This design comes from an exercise in tuning for small area and a short achievable clock period on the open sky130 flow, not from production work.
Function was checked by simulation only, so behaviour that the tests miss may differ from the original.
Power figures rest on the tool's default switching activity, not on a simulated workload.

`design/flow/flow/run.sh`:
```
#!/bin/bash
# The standard layout (standard.sh) with these changes:
# - synthesis: the standard synthesis with ABC_AREA=1, flow/area.abc as
#   ABC's area script, the weakest (size 0) cells left out of ABC's mapping,
#   and no full/half-adder cell extraction (ADDER_MAP_FILE empty), so ABC
#   maps all the combinational logic for area. ORFS's scripts are copied to
#   myscripts/ with only the ABC script and the dont-use list changed; the
#   registers come out the same as the standard synthesis's;
# - the port buffers are the smallest buffer;
# - repair_timing is asked for a setup margin that makes it work on the
#   input-to-output paths.
# Each step's full output goes to a log here (flow_synth.log, flow_make.log);
# each ORFS step also keeps its own log under orfs/logs.
set -euo pipefail
rm -rf myscripts
cp -r "$FLOW_HOME/scripts" myscripts
cp flow/area.abc myscripts/abc_area.script
sed -i 's|^set lib_dont_use_args ""$|set lib_dont_use_args "-dont_use sky130_fd_sc_hd__*_0"|' myscripts/synth_preamble.tcl
grep -q 'set lib_dont_use_args "-dont_use sky130_fd_sc_hd__\*_0"' myscripts/synth_preamble.tcl
KNOBS=("BUFFER_PORTS_ARGS=-buffer_cell sky130_fd_sc_hd__buf_1" "SETUP_SLACK_MARGIN=50")
bash standard.sh synth "SCRIPTS_DIR=$PWD/myscripts" ABC_AREA=1 "ADDER_MAP_FILE=" "${KNOBS[@]}" > flow_synth.log 2>&1
bash standard.sh finish "${KNOBS[@]}" > flow_make.log 2>&1
```
`design/flow/flow/area.abc`:
```
strash
dc2
dch -f
map -a
strash
dc2
dch -f
map -a
strash
dch -f
map -a
topo
```
`design/flow/standard.sh`:
```
#!/bin/bash
# synth_recipe.tcl (not shown) runs the flow's synth.tcl, then flattens the netlist and writes it again
# the make line also repeats each setting of config.mk as NAME=value (left out here)
make -C /OpenROAD-flow-scripts/flow DESIGN_CONFIG=/design/flow/config.mk WORK_HOME=/design/flow/orfs CLKGATE_MAP_FILE= SYNTH_SCRIPT=/design/flow/synth_recipe.tcl "${@:-finish}"
```
`design/flow/config.mk`:
```
export PLATFORM = sky130hd
export DESIGN_NAME = ooo_engine
export DESIGN_NICKNAME = ooo_engine
export VERILOG_FILES = /design/flow/design.v
export SDC_FILE = /design/flow/constraint.sdc
export NUM_CORES = 8
export LEC_CHECK = 0
export CAP_MARGIN = 20
export CORE_MARGIN = 2
export CORE_UTILIZATION = 60
export CTS_CLUSTER_DIAMETER = 100
export CTS_CLUSTER_SIZE = 25
export SLEW_MARGIN = 20
```
`design/flow/constraint.sdc`:
```
create_clock -name core_clock -period 80.0 [get_ports {clk}]
set_input_delay 16.0000 -clock core_clock [delete_from_list [all_inputs] [get_ports {clk}]]
set_output_delay 16.0000 -clock core_clock [all_outputs]
set_load 0.01 [all_outputs]
```
`design/flow/design.v`:
```
module ooo_engine (
    input  logic         clk,
    input  logic         rst,
    input  logic [1:0]   tr_cnt,
    input  logic [3:0]   tr_op,
    input  logic [13:0]  tr_dst,
    input  logic [13:0]  tr_src1,
    input  logic [13:0]  tr_src2,
    output logic [1:0]   tr_pop,
    output logic [1:0]   rt_valid,
    output logic [31:0]  rt_seq,
    output logic [3:0]   rt_op,
    output logic [13:0]  rt_dst,
    output logic [13:0]  rt_src1,
    output logic [13:0]  rt_src2,
    output logic [287:0] rt_cyc,
    output logic [287:0] rt_dur,
    output logic         done,
    output logic [15:0]  cycles,
    output logic [15:0]  count
);
  localparam int RECW = 23;
  localparam int UW = 11;
  localparam int STW = 28;
  function automatic logic [2:0] latency(input logic [1:0] op);
    case (op)
      2'd0:    latency = 3'd1;
      2'd1:    latency = 3'd2;
      default: latency = 3'd5;
    endcase
  endfunction
  function automatic logic [16:0] radd(input logic [15:0] a, input logic [15:0] b, input logic ci);
    logic c;
    c = ci;
    for (int i = 0; i < 16; i++) begin
      radd[i] = a[i] ^ b[i] ^ c;
      c = (a[i] & b[i]) | (c & (a[i] ^ b[i]));
    end
    radd[16] = c;
  endfunction
  function automatic logic [7:0] add8(input logic [7:0] a, input logic [7:0] b);
    logic [16:0] t;
    t = radd({8'd0, a}, {8'd0, b}, 1'b0);
    add8 = t[7:0];
  endfunction
  function automatic logic [8:0] sub8(input logic [7:0] a, input logic [7:0] b);
    logic [16:0] t;
    t = radd({8'd0, a}, {8'd0, ~b}, 1'b1);
    sub8 = t[8:0];
  endfunction
  function automatic logic [1:0] take2(input logic [1:0] have, input logic [1:0] used);
    if (used[1] || have == 2'd0) take2 = 2'd0;
    else if (used[0] || have == 2'd1) take2 = 2'd1;
    else take2 = 2'd2;
  endfunction
  function automatic logic [1:0] sub2(input logic [1:0] a, input logic [1:0] b);
    case ({a, b})
      4'b01_01, 4'b10_10: sub2 = 2'd0;
      4'b10_01:           sub2 = 2'd1;
      default:            sub2 = a;
    endcase
  endfunction
  function automatic logic [1:0] add2(input logic [1:0] a, input logic [1:0] b);
    add2 = {a[1] | b[1] | (a[0] & b[0]), a[0] ^ b[0]};
  endfunction
  function automatic logic [1:0] de_after(input logic [1:0] di_c, input logic [1:0] rr_c,
                                          input logic [1:0] rn_c, input logic [1:0] de_c,
                                          input logic [4:0] rob_c, input logic h0, input logic h1,
                                          input logic [7:0] iqv, input logic [7:0] rq);
    logic f1, f2, q1, q2, dsp, fok;
    logic [1:0] dl, m, rl, n, nl, d;
    f1 = 1'b0; f2 = 1'b0; q1 = 1'b0; q2 = 1'b0;
    for (int k = 0; k < 8; k++) begin
      f2 = f2 | (f1 & ~iqv[k]);
      f1 = f1 | ~iqv[k];
      q2 = q2 | (q1 & rq[k]);
      q1 = q1 | rq[k];
    end
    dsp = f2 | (f1 & q1) | q2;
    dl  = dsp ? 2'd0 : di_c;
    m   = take2(rr_c, dl);
    rl  = sub2(rr_c, m);
    fok = ~rob_c[4] & ~(rob_c[3:0] == 4'd15) | (rob_c[3:0] == 4'd15 & h0) | (rob_c[4] & h0 & h1);
    n   = fok ? take2(rn_c, rl) : 2'd0;
    nl  = sub2(rn_c, n);
    d   = take2(de_c, nl);
    de_after = sub2(de_c, d);
  endfunction
  function automatic logic [3:0] hi16(input logic [15:0] v);
    logic [15:0] above, oh;
    above[15] = 1'b0;
    for (int i = 14; i >= 0; i--) above[i] = above[i+1] | v[i+1];
    oh = v & ~above;
    hi16 = 4'd0;
    for (int i = 0; i < 16; i++) if (oh[i]) hi16 = hi16 | 4'(i);
  endfunction
  logic [15:0] cycle, seq_next;
  logic        trace_done;
  logic [1:0]             de_cnt;
  logic [1:0][RECW-1:0]   de_rec;
  logic [1:0][3:0]        de_cfe;
  logic [1:0]             de_pr;
  logic [1:0]             rn_cnt;
  logic [1:0][RECW-1:0]   rn_rec;
  logic [1:0][3:0]        rn_cfe, rn_crn;
  logic [1:0]             rn_pr;
  logic [1:0]             rr_cnt;
  logic [1:0][UW-1:0]     rr_u;
  logic [1:0]             di_cnt;
  logic [1:0][UW-1:0]     di_u;
  logic [7:0]             iq_v;
  logic [7:0]             iq_t1v, iq_t2v;
  logic [7:0][3:0]        iq_t1, iq_t2, iq_dt;
  logic [7:0][7:0]        am;
  logic [2:0]             prev_slot;    
  logic [3:0]             head, tail;
  logic [4:0]             rob_cnt;
  logic [15:0]            rob_v, rob_s1, rob_s0, rob_cmp;
  logic [15:0]            rob_rdy, rob_iss;
  assign rob_rdy = rob_s1 & rob_s0;
  assign rob_iss = rob_s0 & ~rob_s1;
  logic [15:0][RECW-1:0]  rob_rec;
  logic [15:0][STW-1:0]   rob_st;
  logic [1:0]             o_v;
  logic                   npok1, npok2;  
  logic [15:0]            n_s1, n_s0;
  logic [7:0]             n_t1v, n_t2v;
  logic [1:0][RECW-1:0]   o_rec;
  logic [1:0][11:0]       o_st;    
  logic [7:0]  cyc0, cyc1;
  logic [16:0] cyc_inc;
  assign cyc_inc = radd(cycle, 16'd0, 1'b1);
  assign cyc0 = cycle[7:0];
  assign cyc1 = cyc_inc[7:0];
  logic [3:0]  head1;
  logic [15:0] hsel, h1sel;
  logic        r0, r1;
  logic [1:0]  nret;
  logic [15:0] ret_mask, v_ar;
  logic [7:0][RECW-1:0]   ev_rec, od_rec;
  logic [7:0][11:0]       ev_st, od_st;
  logic [2:0]  ev_idx, od_idx;
  logic [7:0]  esel, osel;
  logic [RECW-1:0] ev_rrec, od_rrec;
  logic [11:0]     ev_rst, od_rst;
  logic [1:0][RECW-1:0] l_rec;
  logic [1:0][11:0]     l_st;
  assign head1 = head + 4'd1;
  always_comb begin
    for (int k = 0; k < 16; k++) hsel[k] = head == 4'(k);
    h1sel = {hsel[14:0], hsel[15]};
  end
  assign r0 = |(hsel & rob_v & rob_rdy);
  assign r1 = r0 & |(h1sel & rob_v & rob_rdy);
  assign nret = {r1, r0 & ~r1};
  assign ret_mask = ({16{r0}} & hsel) | ({16{r1}} & h1sel);
  assign v_ar = rob_v & ~ret_mask;
  assign ev_idx = head[0] ? head1[3:1] : head[3:1];
  assign od_idx = head[3:1];
  always_comb begin
    for (int k = 0; k < 8; k++) begin
      ev_rec[k] = rob_rec[2*k];   od_rec[k] = rob_rec[2*k+1];
      ev_st[k]  = rob_st[2*k][11:0];    od_st[k]  = rob_st[2*k+1][11:0];
      esel[k] = ev_idx == 3'(k);
      osel[k] = od_idx == 3'(k);
    end
    ev_rrec = '0; od_rrec = '0; ev_rst = '0; od_rst = '0;
    for (int j = 0; j < 8; j++) begin
      ev_rrec = ev_rrec | ({RECW{esel[j]}} & ev_rec[j]);
      od_rrec = od_rrec | ({RECW{osel[j]}} & od_rec[j]);
      ev_rst  = ev_rst  | ({12{esel[j]}} & ev_st[j]);
      od_rst  = od_rst  | ({12{osel[j]}} & od_st[j]);
    end
  end
  assign l_rec[0] = head[0] ? od_rrec : ev_rrec;
  assign l_rec[1] = head[0] ? ev_rrec : od_rrec;
  assign l_st[0]  = head[0] ? od_rst : ev_rst;
  assign l_st[1]  = head[0] ? ev_rst : od_rst;
  logic [15:0] rdy1, xclr;
  assign rdy1 = rob_s1;
  assign xclr = rdy1 | rob_cmp;
  function automatic logic [UW-1:0] wake(input logic [UW-1:0] u, input logic [15:0] x);
    wake = u;
    if (x[u[8:5]]) wake[9] = 1'b0;
    if (x[u[3:0]]) wake[4] = 1'b0;
  endfunction
  logic [15:0] cmp_next, xnext;
  assign xnext = xclr | cmp_next;
  logic [1:0][UW-1:0] rr_w, di_w;
  always_comb begin
    for (int k = 0; k < 2; k++) begin
      rr_w[k] = wake(rr_u[k], xnext);
      di_w[k] = wake(di_u[k], xnext);
    end
  end
  logic [3:0] rrb, dib;    
  logic de_h, rn_h, rr_h, di_h, sq0;
  assign rn_h = tail[0];
  assign de_h = tail[0] ^ rn_cnt[0];
  assign rr_h = rrb[0];
  assign di_h = dib[0];
  assign sq0  = seq_next[0];
  logic [1:0][3:0] rr_dt, di_dt;
  assign rrb = tail - {2'd0, rr_cnt};
  assign dib = rrb - {2'd0, di_cnt};
  always_comb
    for (int p = 0; p < 2; p++) begin
      rr_dt[p] = rrb + {3'd0, 1'(p) != rrb[0]};
      di_dt[p] = dib + {3'd0, 1'(p) != dib[0]};
    end
  logic [7:0] rdyq, win1, win2;
  logic [7:0][7:0] beats;
  logic       any1, any2;
  logic [3:0] gt1, gt2;
  logic [7:0] iq_v_ai;
  always_comb begin
    rdyq = iq_v & ~iq_t1v & ~iq_t2v;
    beats = '0;
    for (int i = 0; i < 8; i++)
      for (int j = i + 1; j < 8; j++) begin
        beats[i][j] = am[i][j];
        beats[j][i] = !am[i][j];
      end
    for (int i = 0; i < 8; i++) begin
      win1[i] = rdyq[i];
      for (int j = 0; j < 8; j++)
        if (j != i && rdyq[j] && !beats[i][j]) win1[i] = 1'b0;
    end
    for (int i = 0; i < 8; i++) begin
      win2[i] = rdyq[i] & ~win1[i];
      for (int j = 0; j < 8; j++)
        if (j != i && rdyq[j] && !win1[j] && !beats[i][j]) win2[i] = 1'b0;
    end
    any1 = |win1; any2 = |win2;
    gt1 = '0; gt2 = '0;
    for (int i = 0; i < 8; i++) begin
      if (win1[i]) gt1 = gt1 | iq_dt[i];
      if (win2[i]) gt2 = gt2 | iq_dt[i];
    end
    iq_v_ai = iq_v & ~win1 & ~win2;
  end
  logic       disp;
  logic [7:0] wq0, wq1;    
  logic [2:0] f0_idx, f1_idx;
  logic       fr1, fr2, rq1, rq2;
  logic seen0, seen1;
  always_comb begin
    fr1 = 1'b0; fr2 = 1'b0; rq1 = 1'b0; rq2 = 1'b0;
    for (int k = 0; k < 8; k++) begin
      fr2 = fr2 | (fr1 & ~iq_v[k]);
      fr1 = fr1 | ~iq_v[k];
      rq2 = rq2 | (rq1 & rdyq[k]);
      rq1 = rq1 | rdyq[k];
    end
    disp = fr2 | (fr1 & rq1) | rq2;
    wq0 = '0; wq1 = '0; seen0 = 1'b0; seen1 = 1'b0;
    for (int k = 0; k < 8; k++) begin
      if (!iq_v_ai[k]) begin
        if (!seen0) begin wq0[k] = 1'b1; seen0 = 1'b1; end
        else if (!seen1) begin wq1[k] = 1'b1; seen1 = 1'b1; end
      end
    end
    f0_idx = '0; f1_idx = '0;
    for (int k = 0; k < 8; k++) begin
      if (wq0[k]) f0_idx = f0_idx | 3'(k);
      if (wq1[k]) f1_idx = f1_idx | 3'(k);
    end
    if (!(disp && di_cnt != 2'd0)) wq0 = '0;
    if (!(disp && di_cnt == 2'd2)) wq1 = '0;
  end
  logic [1:0] d_left, mv, rr_left;
  assign d_left  = disp ? 2'd0 : di_cnt;
  assign mv      = take2(rr_cnt, d_left);
  assign rr_left = sub2(rr_cnt, mv);
  logic        freeok;
  logic [1:0]  nr;
  logic [3:0]  tail1;
  logic [15:0] lt_tail;
  logic [1:0][UW-1:0] ren_u;
  logic [1:0][3:0]    rn_dt;    
  assign rn_dt[0] = tail[0] ? tail1 : tail;
  assign rn_dt[1] = tail[0] ? tail : tail1;
  assign freeok = ~rob_cnt[4] & ~(rob_cnt[3:0] == 4'd15) | (rob_cnt[3:0] == 4'd15 & r0) |
                  (rob_cnt[4] & r1);
  assign nr = freeok ? take2(rn_cnt, rr_left) : 2'd0;
  assign tail1 = tail + 4'd1;
  always_comb for (int k = 0; k < 16; k++) lt_tail[k] = 4'(k) < tail;
  logic [1:0][1:0][6:0]  ls;
  logic [1:0][1:0][15:0] lm, lml;
  logic [1:0][1:0]       ltv, lreal;
  logic [1:0][1:0][3:0]  ltg;
  always_comb begin
    for (int i = 0; i < 2; i++) begin
      for (int q = 0; q < 2; q++) begin
        ls[i][q] = q == 0 ? rn_rec[i][13:7] : rn_rec[i][6:0];
        lreal[i][q] = ls[i][q] < 7'd67;    
        for (int k = 0; k < 16; k++) lm[i][q][k] = v_ar[k] && rob_rec[k][20:14] == ls[i][q];
        lml[i][q] = lm[i][q] & lt_tail;
        ltv[i][q] = lreal[i][q] && (lm[i][q] != '0);
        ltg[i][q] = hi16((lml[i][q] != '0) ? lml[i][q] : lm[i][q]);
        if (1'(i) != rn_h && lreal[i][q] && rn_rec[1-i][20:14] == ls[i][q]) begin
          ltv[i][q] = 1'b1; ltg[i][q] = tail;
        end
      end
      ren_u[i] = {rn_pr[i], ltv[i][0], ltg[i][0], ltv[i][1], ltg[i][1]};
    end
  end
  logic [1:0] rn_left, nd, de_left;
  assign rn_left = sub2(rn_cnt, nr);
  assign nd      = take2(de_cnt, rn_left);
  assign de_left = sub2(de_cnt, nd);
  logic td_set;
  logic [1:0] n_pop;
  logic pop_ok1, pop_ok2;
  assign td_set = ~trace_done & (((de_left != 2'd2) & (tr_cnt == 2'd0)) |
                                 ((de_left == 2'd0) & (tr_cnt == 2'd1)));
  assign n_pop = {pop_ok2 & tr_cnt[1],
                  pop_ok1 & ((tr_cnt[0] & ~tr_cnt[1]) | (~pop_ok2 & tr_cnt[1]))};
  logic [1:0] dmv, rmv, ren, dec, fet;
  always_comb begin
    for (int p = 0; p < 2; p++) begin
      dmv[p] = disp & ((di_cnt == 2'd2) | (di_cnt == 2'd1 & 1'(p) == di_h));
      rmv[p] = (mv == 2'd2) | (mv == 2'd1 & 1'(p) == rr_h);
      ren[p] = (nr == 2'd2) | (nr == 2'd1 & 1'(p) == rn_h);
      dec[p] = (nd == 2'd2) | (nd == 2'd1 & 1'(p) == de_h);
      fet[p] = (n_pop != 2'd0 & 1'(p) == sq0) | (n_pop == 2'd2 & 1'(p) != sq0);
    end
  end
  logic [1:0]  n_de_cnt, n_rn_cnt, n_rr_cnt;
  logic        n_trace_done, n_done;
  logic [4:0]  n_rob_cnt;
  logic [16:0] seq_inc;
  logic [15:0] alloc;
  assign n_de_cnt = add2(de_left, n_pop);
  assign n_rn_cnt = add2(rn_left, nd);
  assign n_rr_cnt = add2(rr_left, nr);
  assign n_rob_cnt = rob_cnt + {3'd0, nr} - {3'd0, nret};
  assign n_trace_done = trace_done | td_set;
  assign n_done = n_trace_done && n_de_cnt == 2'd0 && n_rn_cnt == 2'd0 && n_rob_cnt == 5'd0;
  assign seq_inc = radd(seq_next, {14'd0, n_pop}, 1'b0);
  always_comb
    for (int k = 0; k < 16; k++)
      alloc[k] = ren[k % 2] && rn_dt[k % 2] == 4'(k);
  logic [7:0]  n_iq_v;
  logic [15:0] n_rob_v, n_rdy, n_hsel;
  logic [3:0]  n_head;
  logic        n_r0, n_r1;
  logic [1:0]  n_de_left;
  assign n_iq_v  = iq_v_ai | wq0 | wq1;
  assign n_rob_v = v_ar | alloc;
  assign n_rdy   = n_s1 & n_s0;
  assign n_head  = head + {2'd0, nret};
  always_comb for (int k = 0; k < 16; k++) n_hsel[k] = n_head == 4'(k);
  assign n_r0 = |(n_hsel & n_rob_v & n_rdy);
  assign n_r1 = |({n_hsel[14:0], n_hsel[15]} & n_rob_v & n_rdy);
  assign n_de_left = de_after(add2(d_left, mv), n_rr_cnt, n_rn_cnt, n_de_cnt, n_rob_cnt,
                              n_r0, n_r1, n_iq_v, n_iq_v & ~n_t1v & ~n_t2v);
  always_ff @(posedge clk) begin
    if (rst) begin
      npok1 <= 1'b0; npok2 <= 1'b0;
    end else if (!done) begin
      npok1 <= n_done | n_trace_done | (n_de_left == 2'd2);
      npok2 <= n_done | n_trace_done | (n_de_left != 2'd0);
    end
  end
  always_ff @(posedge clk) begin
    if (rst) begin
      cycle <= '0; seq_next <= '0; trace_done <= 1'b0; done <= 1'b0;
      de_cnt <= '0; rn_cnt <= '0; rr_cnt <= '0; di_cnt <= '0;
      iq_v <= '0; head <= '0; tail <= '0; rob_cnt <= '0; rob_v <= '0;
      o_v <= '0;
    end else if (!done) begin
      cycle <= cyc_inc[15:0];
      seq_next <= seq_inc[15:0];
      trace_done <= n_trace_done;
      done <= n_done;
      de_cnt <= n_de_cnt; rn_cnt <= n_rn_cnt; rr_cnt <= n_rr_cnt;
      di_cnt <= add2(d_left, mv);
      iq_v <= n_iq_v;
      head <= head + {2'd0, nret};
      tail <= tail + {2'd0, nr};
      rob_cnt <= n_rob_cnt;
      rob_v <= n_rob_v;
      o_v <= {r1, r0};
    end else begin
      o_v <= '0;
    end
  end
  always_ff @(posedge clk) begin
    o_rec <= l_rec;
    o_st  <= l_st;
  end
  always_ff @(posedge clk) begin
    for (int p = 0; p < 2; p++) begin
      if (fet[p]) begin
        if (1'(p) == sq0) de_rec[p] <= {tr_op[1:0], tr_dst[6:0], tr_src1[6:0], tr_src2[6:0]};
        else              de_rec[p] <= {tr_op[3:2], tr_dst[13:7], tr_src1[13:7], tr_src2[13:7]};
        de_cfe[p] <= cyc0[3:0];
        de_pr[p]  <= 1'(p) != sq0;
      end
      if (dec[p]) begin
        rn_rec[p] <= de_rec[p]; rn_cfe[p] <= de_cfe[p]; rn_crn[p] <= cyc1[3:0]; rn_pr[p] <= de_pr[p];
      end
      rr_u[p] <= ren[p] ? ren_u[p] : rr_w[p];
      di_u[p] <= rmv[p] ? rr_w[p] : di_w[p];
    end
  end
  logic [7:0] wd0, wd1;
  assign wd0 = di_h ? wq1 : wq0;
  assign wd1 = di_h ? wq0 : wq1;
  always_comb
    for (int k = 0; k < 8; k++) begin
      if (wd0[k]) begin
        n_t1v[k] = di_w[0][9]; n_t2v[k] = di_w[0][4];
      end else if (wd1[k]) begin
        n_t1v[k] = di_w[1][9]; n_t2v[k] = di_w[1][4];
      end else begin
        n_t1v[k] = iq_t1v[k] & ~xnext[iq_t1[k]];
        n_t2v[k] = iq_t2v[k] & ~xnext[iq_t2[k]];
      end
    end
  always_ff @(posedge clk) begin
    for (int k = 0; k < 8; k++) begin
      iq_t1v[k] <= n_t1v[k];
      iq_t2v[k] <= n_t2v[k];
      if (wd0[k]) begin
        iq_t1[k] <= di_w[0][8:5]; iq_t2[k] <= di_w[0][3:0]; iq_dt[k] <= di_dt[0];
      end else if (wd1[k]) begin
        iq_t1[k] <= di_w[1][8:5]; iq_t2[k] <= di_w[1][3:0]; iq_dt[k] <= di_dt[1];
      end
    end
    for (int i = 0; i < 8; i++)
      for (int j = i + 1; j < 8; j++) begin
        if (wq0[j] || wq1[j]) am[i][j] <= 1'b1;
        else if (wq1[i]) am[i][j] <= 1'b0;
        else if (wq0[i]) am[i][j] <= di_u[di_h][10] && prev_slot == 3'(j);
      end
    if (wq1 != '0) prev_slot <= f1_idx;
    else if (wq0 != '0) prev_slot <= f0_idx;
  end
  logic [15:0]          we_di, we_is, we_ex;
  logic [2:0]           n1, n2, n5;
  logic [15:0][2:0]     ntg;
  assign n1 = cyc1[2:0];
  assign n2 = cycle[2:0];
  assign n5 = cycle[2:0] - 3'd3;
  always_comb begin
    for (int k = 0; k < 16; k++) begin
      we_di[k] = rmv[k % 2] && rr_dt[k % 2][3:1] == 3'(k / 2);
      we_is[k] = dmv[k % 2] && di_dt[k % 2][3:1] == 3'(k / 2);
      we_ex[k] = (any1 && gt1 == 4'(k)) || (any2 && gt2 == 4'(k));
      if (rob_rec[k][22:21] == 2'd0)      ntg[k] = n1;
      else if (rob_rec[k][22:21] == 2'd1) ntg[k] = n2;
      else                                ntg[k] = n5;
      cmp_next[k] = ((rob_iss[k] & ~rob_cmp[k] & rob_st[k][24:22] == ntg[k]) |
                     (we_ex[k] & rob_rec[k][22:21] == 2'd0)) & ~alloc[k];
    end
  end
  assign n_s1 = (rob_s1 | (rob_s0 & rob_cmp)) & ~alloc;
  assign n_s0 = (rob_s1 | (rob_s0 & ~rob_cmp) | we_ex) & ~alloc;
  always_ff @(posedge clk) begin
    for (int k = 0; k < 16; k++) begin
      if (alloc[k]) begin
        rob_rec[k] <= rn_rec[k % 2];
        rob_st[k][3:0]   <= rn_cfe[k % 2];
        rob_st[k][7:4]   <= rn_crn[k % 2];
        rob_st[k][11:8]  <= cyc1[3:0];
      end
      if (we_di[k]) rob_st[k][15:12] <= cyc1[3:0];
      if (we_is[k]) rob_st[k][21:16] <= cyc1[5:0];
      if (we_ex[k]) rob_st[k][27:22] <= cyc1[5:0];
      rob_s1[k] <= n_s1[k];
      rob_s0[k] <= n_s0[k];
      rob_cmp[k] <= cmp_next[k];
    end
  end
  assign pop_ok1 = ~done & ~trace_done & (de_left != 2'd2);
  assign pop_ok2 = ~done & ~trace_done & (de_left == 2'd0);
  assign tr_pop[1] = ~(rst | npok2 | ~tr_cnt[1]);
  assign tr_pop[0] = ~(rst | npok1 | ~((tr_cnt[0] & ~tr_cnt[1]) | (npok2 & tr_cnt[1])));
  assign cycles   = cycle;
  assign count    = seq_next;
  assign rt_valid = o_v;
  logic [4:0]  infl;
  logic [15:0] seq0;
  logic [16:0] seq0t, seq1t;
  assign infl = {3'd0, de_cnt} + {3'd0, rn_cnt} + rob_cnt + {4'd0, o_v[0]} + {4'd0, o_v[1]};
  assign seq0t = radd(seq_next, ~{11'd0, infl}, 1'b1);
  assign seq0 = seq0t[15:0];
  assign seq1t = radd(seq0, 16'd0, 1'b1);
  logic [7:0] chi, chm;
  assign chi = cycle[15:8];
  assign chm = 8'(sub8(cycle[15:8], 8'd1));
  logic [3:0]  rs, rs1;
  logic [2:0]  rev_idx, rod_idx;
  logic [7:0]  rsel_e, rsel_o;
  logic [15:0] rev_st, rod_st;
  logic [1:0][STW-1:0] ost;
  assign rs  = head - 4'd1 - {3'd0, o_v[1]};
  assign rs1 = rs + 4'd1;
  assign rev_idx = rs[0] ? rs1[3:1] : rs[3:1];
  assign rod_idx = rs[3:1];
  always_comb begin
    for (int k = 0; k < 8; k++) begin
      rsel_e[k] = rev_idx == 3'(k);
      rsel_o[k] = rod_idx == 3'(k);
    end
    rev_st = '0; rod_st = '0;
    for (int j = 0; j < 8; j++) begin
      rev_st = rev_st | ({16{rsel_e[j]}} & rob_st[2*j][27:12]);
      rod_st = rod_st | ({16{rsel_o[j]}} & rob_st[2*j+1][27:12]);
    end
    ost[0] = {rs[0] ? rod_st : rev_st, o_st[0]};
    ost[1] = {rs[0] ? rev_st : rod_st, o_st[1]};
  end
  logic [1:0][2:0] olat;
  logic [1:0][5:0] d_is, a_ex, a_rt;
  logic [1:0][3:0] d_di, d_rr;
  logic [1:0][3:0] d_rn, d_de;
  logic [1:0][8:0][7:0] lo;
  logic [1:0][8:0]      bw;
  logic [1:0][8:0]      t_ex, t_is, t_di, t_rr, t_rn, t_de, t_fe, t_wb, t_rt;
  logic [1:0][16:0]     t_rtd, t_ded;
  for (genvar r = 0; r < 2; r++) begin : g_lane
    ooo_engine_rsub8 u_ex (.a(cycle[7:0]),   .b({2'd0, a_ex[r]}), .d(t_ex[r][7:0]), .nb(t_ex[r][8]));
    ooo_engine_rsub8 u_is (.a(t_ex[r][7:0]), .b({2'd0, d_is[r]}), .d(t_is[r][7:0]), .nb(t_is[r][8]));
    ooo_engine_rsub8 u_di (.a(t_is[r][7:0]), .b({4'd0, d_di[r]}), .d(t_di[r][7:0]), .nb(t_di[r][8]));
    ooo_engine_rsub8 u_rr (.a(t_di[r][7:0]), .b({4'd0, d_rr[r]}), .d(t_rr[r][7:0]), .nb(t_rr[r][8]));
    ooo_engine_rsub8 u_rn (.a(t_rr[r][7:0]), .b({4'd0, d_rn[r]}), .d(t_rn[r][7:0]), .nb(t_rn[r][8]));
    ooo_engine_rsub8 u_de (.a(t_rn[r][7:0]), .b({4'd0, d_de[r]}), .d(t_de[r][7:0]), .nb(t_de[r][8]));
    ooo_engine_rsub8 u_fe (.a(t_de[r][7:0]), .b(8'd1),            .d(t_fe[r][7:0]), .nb(t_fe[r][8]));
    ooo_engine_rsub8 u_rt (.a(cycle[7:0]),   .b({2'd0, a_rt[r]}), .d(t_rt[r][7:0]), .nb(t_rt[r][8]));
    ooo_engine_rsub8 u_wb (.a(t_rt[r][7:0]), .b(8'd1),            .d(t_wb[r][7:0]), .nb(t_wb[r][8]));
  end
  always_comb begin
    for (int r = 0; r < 2; r++) begin
      olat[r]  = latency(o_rec[r][22:21]);
      d_is[r]  = 6'(sub8({2'd0, ost[r][27:22]}, {2'd0, ost[r][21:16]}));
      d_di[r]  = 4'(sub8({4'd0, ost[r][19:16]}, {4'd0, ost[r][15:12]}));
      d_rr[r]  = 4'(sub8({4'd0, ost[r][15:12]}, {4'd0, ost[r][11:8]}));
      d_rn[r]  = 4'(sub8({4'd0, ost[r][11:8]}, {4'd0, ost[r][7:4]}));
      t_ded[r] = radd({12'd0, ost[r][7:4]}, {12'd0, ~ost[r][3:0]}, 1'b0);    
      d_de[r]  = t_ded[r][3:0];
      a_ex[r]  = 6'(sub8({2'd0, cycle[5:0]}, {2'd0, ost[r][27:22]}));
      t_rtd[r] = radd({10'd0, a_ex[r]}, {10'd0, ~{3'd0, olat[r]}}, 1'b0);       
      a_rt[r]  = t_rtd[r][5:0];
      lo[r][0] = t_fe[r][7:0]; lo[r][1] = t_de[r][7:0]; lo[r][2] = t_rn[r][7:0];
      lo[r][3] = t_rr[r][7:0]; lo[r][4] = t_di[r][7:0]; lo[r][5] = t_is[r][7:0];
      lo[r][6] = t_ex[r][7:0]; lo[r][7] = t_wb[r][7:0]; lo[r][8] = t_rt[r][7:0];
      bw[r][8] = ~t_rt[r][8];
      bw[r][7] = bw[r][8] | ~t_wb[r][8];
      bw[r][6] = ~t_ex[r][8];
      bw[r][5] = bw[r][6] | ~t_is[r][8];
      bw[r][4] = bw[r][5] | ~t_di[r][8];
      bw[r][3] = bw[r][4] | ~t_rr[r][8];
      bw[r][2] = bw[r][3] | ~t_rn[r][8];
      bw[r][1] = bw[r][2] | ~t_de[r][8];
      bw[r][0] = bw[r][1] | ~t_fe[r][8];
    end
  end
  always_comb begin
    for (int r = 0; r < 2; r++) begin
      rt_seq[16*r +: 16] = (r == 0) ? seq0 : seq1t[15:0];
      rt_op[2*r +: 2]    = o_rec[r][22:21];
      rt_dst[7*r +: 7]   = o_rec[r][20:14];
      rt_src1[7*r +: 7]  = o_rec[r][13:7];
      rt_src2[7*r +: 7]  = o_rec[r][6:0];
      for (int s = 0; s < 9; s++)
        rt_cyc[144*r + 16*s +: 16] = {bw[r][s] ? chm : chi, lo[r][s]};
      rt_dur[144*r +   0 +: 16] = 16'd1;
      rt_dur[144*r +  16 +: 16] = {12'd0, d_de[r]};
      rt_dur[144*r +  32 +: 16] = {12'd0, d_rn[r]};
      rt_dur[144*r +  48 +: 16] = {12'd0, d_rr[r]};
      rt_dur[144*r +  64 +: 16] = {12'd0, d_di[r]};
      rt_dur[144*r +  80 +: 16] = {10'd0, d_is[r]};
      rt_dur[144*r +  96 +: 16] = {13'd0, olat[r]};
      rt_dur[144*r + 112 +: 16] = 16'd1;
      rt_dur[144*r + 128 +: 16] = {10'd0, a_rt[r]};
    end
  end
endmodule
module ooo_engine_rsub8 (
    input  logic [7:0] a,
    input  logic [7:0] b,
    output logic [7:0] d,
    output logic       nb
);
  logic [8:0] c;
  assign c[0] = 1'b1;
  for (genvar i = 0; i < 8; i++) begin : g_bit
    assign d[i]   = a[i] ^ ~b[i] ^ c[i];
    assign c[i+1] = (a[i] & ~b[i]) | (c[i] & (a[i] ^ ~b[i]));
  end
  assign nb = c[8];
endmodule
```
==> impl_metrics.yaml <==
sta:
  max_slew_margin_pct: 10.4
  fin_crit_sh_pct: 40.7
  fin_ws_ns: 47.47
  tns_ns: 0
  setup_viol: 0
  period_needed_ns: 32.53
  hold_viol_final: 0
  final-max-slew-violation-count: 0
  worst_pin_slew_ns: 1.33
  final.setup_skew_ns: 0.0330
  fmax_mhz: 30.7
  rsz0062_at_grt: "true"
  whs_ns: 0.423
final_layout:
  layout.nets: 8380
  fillCellCount: 8926
  drive_gt1_share_pct: 5.61
  area_growth_pct: 10.5
detailed_routing:
  final_antenna_net_count: 0
  drtIter0Drc: 12421
  vias_per_cell: 6.94
  remaining_drc_errors: 0
  vias: 68749
  dr.pass1.iters: 9
  drt_wl_total_mm: 302
  wire_per_inst_um: 30.5
global_route:
  antenna_found_initial: 11
  grt_max_degree: 94
  grt_pass1_wl_mm: 424
  grt_overflow: 0
  track_usage_pct: 49.6
  grt_pass1_vias: 62516
worst_setup_path:
  slowest_delay_ns: 0.17
  cp_slowest_cell: "buf_2"
  ff2ff_path_depth: 47
  worstSetupStartpointType: "primary input"
  end_kind: "primary output"
  arrival_ns: 16.53
  cp_max_fo: 3
  cp_cell_sequence: "buf_16 > clkinv_16 > o21ai_4 > nor3_2 > buf_2"
  worstSetupPathType: "primary input to primary output"
  cp.required_ns: 64.00
clock_tree:
  clk-insertion-delay-late_ns: 0.72
  root_buffer: "clkbuf_16"
  cts.clk_slew.worst_paths_ns: 0.10
  cts_htree_levels: 3
  cts_made_buffers: 67
  cts_tree: "built"
  hold_buffers: 0
  clkSinkCount: 1324
  ctsLongestPathBuffers: 3
logic_synthesis:
  async_flop_share_pct: 0
  synth_edf_count: 1071
  ys.flop_type: "edfxtp_1"
  synth_cells: 7555
  syn_area_um2: 69100
  synth_seq_cells: 1324
  synth-seq-area-share_pct: 53.8
  synth_cell_type_count: 55
  synth_warnings: 1
  avgSynthCellArea_um2: 9.15
floorplanning:
  dieArea_um2: 118000
  core_area_um2: 114000
  die_w_um: 343
  start_util_pct: 60.5
  die_y_um: 343
  rows: 124
  num_io_pins: 741
pwr:
  p_leak_uw: 0.0259
  finalPower_uw: 3380
  max-vdd-ir-drop_mv: 0.0421
  power.density_nw_per_um2: 44.3
job:
  cap_violations: 0
min_path:
  hold_class: "flip-flop to flip-flop"
  whs_path_depth: 0
placed_design:
  preCtsSetupSlack_ns: 46.75
  io_buffers: 514
  gp_congestion: 1.08
  hpwl_mm: 209
status:
  outcome: "finished clean"
-- metal layers --
metal	up-vias	GRT usage [%]	share of wire, %	wire, µm
met1	31800	61.2	33	99400
met5	-	0	0.026	78
li1	28797	-	-	-
met4	12	38.6	9.6	29100
met3	1690	15.6	15	46300
met2	6450	72.5	42	127000
-- critical path, delay by kind of cell --
family / cells / cell delay (ns)
compound gates: 1 / 0.04
buf+inv: 3 / 0.35
simple gates: 1 / 0.13
-- flip-flops by register name (all words and copies together), names as in the netlist, 22 cells and up --
register and count:
iq_t1 32, o_st 24, rr_u 22, rn_rec 46, am 28, de_rec 46, di_u 22, o_rec 46
rob_rec 368, iq_dt 32, rob_st 448, iq_t2 32
-- Yosys cell counts, drive strengths merged, types with 8 or more instances --
| library cell | instances | area [µm²] |
|---|---|---|
| a211oi | 27 | 203 |
| a221oi | 101 | 885 |
| o221ai | 73 | 639 |
| o2111ai | 39 | 342 |
| o31ai | 12 | 90.1 |
| nand3 | 186 | 931 |
| a22oi | 320 | 2400 |
| a22o | 15 | 150 |
| a21oi | 439 | 2200 |
| or2 | 22 | 138 |
| nor2 | 849 | 3190 |
| o22ai | 337 | 2110 |
| a32oi | 18 | 158 |
| xor2 | 110 | 963 |
| nor4 | 96 | 601 |
| nand2 | 1143 | 4290 |
| o311ai | 8 | 70.1 |
| edfxtp | 1071 | 32200 |
| and3 | 12 | 90.1 |
| dfxtp | 253 | 5060 |
| a31oi | 26 | 163 |
| o211ai | 27 | 203 |
| xnor2 | 93 | 815 |
| clkinv | 884 | 3320 |
| a32o | 10 | 100 |
| buf | 253 | 1800 |
| nand4 | 104 | 651 |
| o21ai | 796 | 3980 |
| o21bai | 10 | 75.1 |
| nor3 | 156 | 781 |
-- area by class of cell --
class                      count  area, µm²  share of cell area [%]
sequential                  1324      37200                    48.7
multi-input combinational   5318      28100                    36.8
timing repair buffer         733       3610                    4.73
inverter                     884       3360                    4.40
tap                         1512       1890                    2.48
clock buffer                 107       1840                    2.40
clock inverter                16        268                   0.351
timing repair inverter         2       32.5                  0.0426
antenna                        6       15.0                  0.0197
-- stage by stage --
step | area (µm²) | std cells | utilization (%)
3_3_place_gp | 74000 | 9762 | 64.7
2_1_floorplan | 70000 | 7779 | -
5_1_grt | 76400 | 9898 | 66.8
4_1_cts | 76300 | 9896 | 66.7
6_report | 76400 | 9902 | 66.8
3_5_place_dp | 74100 | 9766 | 64.8
-- final timing paths --
check / from / to / slack, ns
hold / removal: de_rec[13] / rn_rec[13] / 0.42
setup / recovery: rst / tr_pop[0] / 47.47
setup reg to reg: head[2] / npok2 / 66.80
hold reg to reg: de_rec[13] / rn_rec[13] / 0.42
-- logic make-up (layout without fill, tap and decap cells) --
family | Yosys count | count (layout) | share of synthesized area, %
compound gates | 2298 | 2298 | 20.5
xor+xnor | 203 | 203 | 2.57
fa+ha+maj | 2 | 2 | 0.0290
buf+inv | 1137 | 1742 | 7.41
flops | 1324 | 1324 | 53.8
mux | 1 | 1 | 0.0145
other cells | 2 | 232 | 0.0109
simple gates | 2588 | 2588 | 15.7
-- what timing repair did --
action / CTS / global route
gates cloned: 2 / 0
buffers inserted: 5 / 0
resized for setup: 22 / 0
pin swaps: 2 / 0
endpoints found under the setup margin: 2 / 2
-- power breakdown --
part	total (µW)	internal (µW)	switching (µW)	leakage [µW]
clock network	406	167	239	0.00100
logic	1880	473	1410	0.0131
registers	1090	967	125	0.0118
-- cell usage in the layout, fill, tap and decap left out, types with 186 or more instances in the layout --
master       n
o21ai_1    791
dfxtp_1    250
a22oi_1    320
conb_1     226
buf_1      509
nor2_1     818
clkinv_1   880
o22ai_1    337
edfxtp_1  1071
nand2_1   1142
nand3_1    186
a21oi_1    435
buf_4      218

## what the ideal ports hide
In the flow no input, the clock included, has a driving cell. The finished layout below was timed again as built, in two steps.
Step 1 (the two cells are an assumption about what drives the block):
set clk [get_ports {clk}]
set_driving_cell -lib_cell sky130_fd_sc_hd__clkbuf_16 $clk
set_driving_cell -lib_cell sky130_fd_sc_hd__buf_2 [delete_from_list [all_inputs] $clk]
Step 2 moves the port delays by t, midway between the first and last clock arrival at a register: inputs arrive t later, outputs are due t later. That takes back most of the time a late clock gives input paths.
Three values: no drivers, after step 1, after step 2; two values: the first two.
t, ns: 0.794
setup slack, ns: 47.472 / 47.402 / 47.402
hold WS [ns]: 0.423 / 0.423 / 0.423
clock arrival spread, ns: 0.036 / 0.035
worst data-port slew with drivers (ns): 0.13
After both steps setup and hold are still met in this run. For this run, drivers alone change the setup slack by -0.070 ns; drivers and shift together by -0.070 ns.
